This is an optimization exercise on Yosys and OpenROAD, whose aim is small area and a short achievable clock period, not a production implementation. Only simulation tests tie the RTL to the original design; equivalence was not proved. No activity file was given, so power comes from the tool's default toggle rates.

==> flow/design.v (excerpt) <==
module dfbridge (
    input  wire        clk,
    input  wire        rst,           
    input  wire        cmd_valid,
    input  wire [15:0] cmd,
    output wire        cmd_ready,
    output reg         rsp_valid,
    output reg  [15:0] rsp,
    input  wire        evt_valid,
    input  wire [15:0] evt,
    output reg         miso_valid,
    output reg  [7:0]  miso,
    output reg         utx_valid,
    output reg  [7:0]  utx,
    output reg         busy
);
Size in the first run: about 5000 cells after synthesis, ~52000 µm² of cells after synthesis.
export LEC_CHECK = 0
export ABC_AREA = 1
export CAP_MARGIN = 20
export CORE_MARGIN = 2
export CORE_UTILIZATION = 45
export SLEW_MARGIN = 20
create_clock -name core_clock -period 10.0 [get_ports {clk}]
standard.sh (not shown) runs the stock make flow with config.mk's settings and CLKGATE_MAP_FILE= SYNTH_SCRIPT=/design/flow/synth_recipe.tcl, a recipe that flattens the netlist after the stock synthesis.
==> flow/flow/run.sh <==
#!/bin/bash
set -euo pipefail
bash standard.sh SETUP_SLACK_MARGIN=6.7 \
  "CTS_ARGS=-sink_clustering_enable -repair_clock_nets -sink_clustering_size 16 -sink_clustering_max_diameter 60 -buf_list sky130_fd_sc_hd__clkbuf_8 -dont_use_dummy_load" \
  finish > flow_make.log 2>&1
Change:
--- a/flow/design.v
+++ b/flow/design.v
@@ -14,15 +14,14 @@
     output reg  [7:0]  utx,
     output reg         busy
 );
     reg [7:0] mem0 [0:63];
     reg [7:0] mem1 [0:63];
     reg [6:0] head0, tail0, head1, tail1;     
     reg       wv0, wv1;               
-    reg       byp0, byp1;             
     reg [7:0] wdat;                   
     reg [7:0] spi_rxd, spi_txd;
     reg       spi_rxavail, spi_txv, spi_reqpend;
     reg       spi_en, spi_rxie;              
     wire      spi_reqie = spi_rxie;
     reg [7:0] uart_rxd, uart_txd;
     reg       uart_rxavail, uart_fe_cur, uart_or_cur, uart_txfull;
@@ -71,16 +70,16 @@
     wire [6:0] count1 = head1 - tail1;
     wire       nz0   = head0 != tail0;
     wire       nz1   = head1 != tail1;
     wire       full0 = head0 == {~tail0[6], tail0[5:0]};
     wire       full1 = head1 == {~tail1[6], tail1[5:0]};
     wire [7:0] mrd0 = mem0[tail0[5:0]];
     wire [7:0] mrd1 = mem1[tail1[5:0]];
-    wire [7:0] rd0   = byp0 ? wdat : mrd0;
-    wire [7:0] rd1   = byp1 ? wdat : mrd1;
+    wire [7:0] rd0   = (wv0 && head0 == tail0_i) ? wdat : mrd0;
+    wire [7:0] rd1   = (wv1 && head1 == tail1_i) ? wdat : mrd1;
     wire [3:0] pend = {uart_en & ~uart_txfull, uart_rxavail, spi_reqpend, spi_rxavail};
     wire [3:0] ie   = {uart_txrdy_ie, uart_rxie, spi_reqie, spi_rxie};
     wire [3:0] rdy  = pend & ie;
     reg        irq;                           
     wire [3:0] ivec = {rdy[3] & ~rdy[2] & ~rdy[1] & ~rdy[0],
                        rdy[2] & ~rdy[1] & ~rdy[0],
                        rdy[1] & ~rdy[0],
@@ -237,31 +236,29 @@
         if (e_rx) uart_rxd <= evt[7:0];
         uart_txd <= m_uart_txd;
         utx   <= m_uart_txd & {8{e_txd}};   
     end
     integer i;
     always @(posedge clk) begin
         if (rst) begin
-            head0 <= 7'd0; tail0 <= 7'd0; wv0 <= 1'b0; byp0 <= 1'b0;
-            head1 <= 7'd0; tail1 <= 7'd0; wv1 <= 1'b0; byp1 <= 1'b0;
+            head0 <= 7'd0; tail0 <= 7'd0; wv0 <= 1'b0;
+            head1 <= 7'd0; tail1 <= 7'd0; wv1 <= 1'b0;
             spi_rxavail <= 1'b0; spi_txv <= 1'b0; spi_reqpend <= 1'b0;
             spi_en <= 1'b0; spi_rxie <= 1'b0;
             uart_rxavail <= 1'b0; uart_fe_cur <= 1'b0; uart_or_cur <= 1'b0; uart_txfull <= 1'b0;
             uart_en <= 1'b0; uart_rxie <= 1'b0; uart_txrdy_ie <= 1'b0;
             gie <= 1'b0; irq <= 1'b0; ready_r <= 1'b1; busy <= 1'b0; clpc <= 3'd0; flg <= 7'd0;
             for (i = 0; i < 7; i = i + 1) cnt[i] <= 8'd0;
             cinc <= 7'd0;
             rsp_valid <= 1'b0; miso_valid <= 1'b0; utx_valid <= 1'b0;
         end else begin
             wv0 <= push0;
-            byp0 <= push0 & (pop0 ? count0 == 7'd1 : !nz0);
             if (push0) head0 <= head0_i;
             if (pop0)  tail0 <= tail0_i;
             wv1 <= push1;
-            byp1 <= push1 & !nz1;
             if (push1) head1 <= head1_i;
             if (pop1)  tail1 <= tail1_i;
             gie <= n_gie;
             irq <= n_irq;
             ready_r <= ~n_irq;
             if (do_flow) busy <= m_busy;
             if (tick) clpc <= (clpc == 3'd5) ? 3'd0 : clpc + 3'd1;
Result: The changed run finished clean; setup slack degrades by 0.024 ns; power is about the same; count of clock-buffer cells in the layout is higher by 5; final area is higher by about 0.9%; worst hold slack improves by 0.013 ns; flip-flop and latch count is lower by 2; clock power is higher by about 2%; sequential share of layout area is lower by 0.55 points; utilization is higher by 0.45 points; routed wire length is lower by 1.5%; die area stays flat.

## afterwards: timing with drivers on the ports
No port has a modelled driver above. Below, the same layouts with a new extraction and two added sets of constraints. Step 1 sets driving cells, clkbuf_16 on the clock port and buf_2 on the other inputs (assumed; they add their load-dependent delay and slew). Step 2, shift: input delay + t, output delay - t, t = (earliest + latest rising clock arrival at the registers) / 2. This alone moves slack from input paths to output paths. Three values: ideal, step 1, step 2; two values: the first two.
run | t (ns) | setup WS [ns] | clock arrival spread, ns
the first run | 0.843 | 6.694 / 6.625 / 5.944 | 0.153 / 0.152
the second run | 0.865 | 6.670 / 6.598 / 5.920 | 0.101 / 0.101
After both steps every run listed still meets setup and hold.
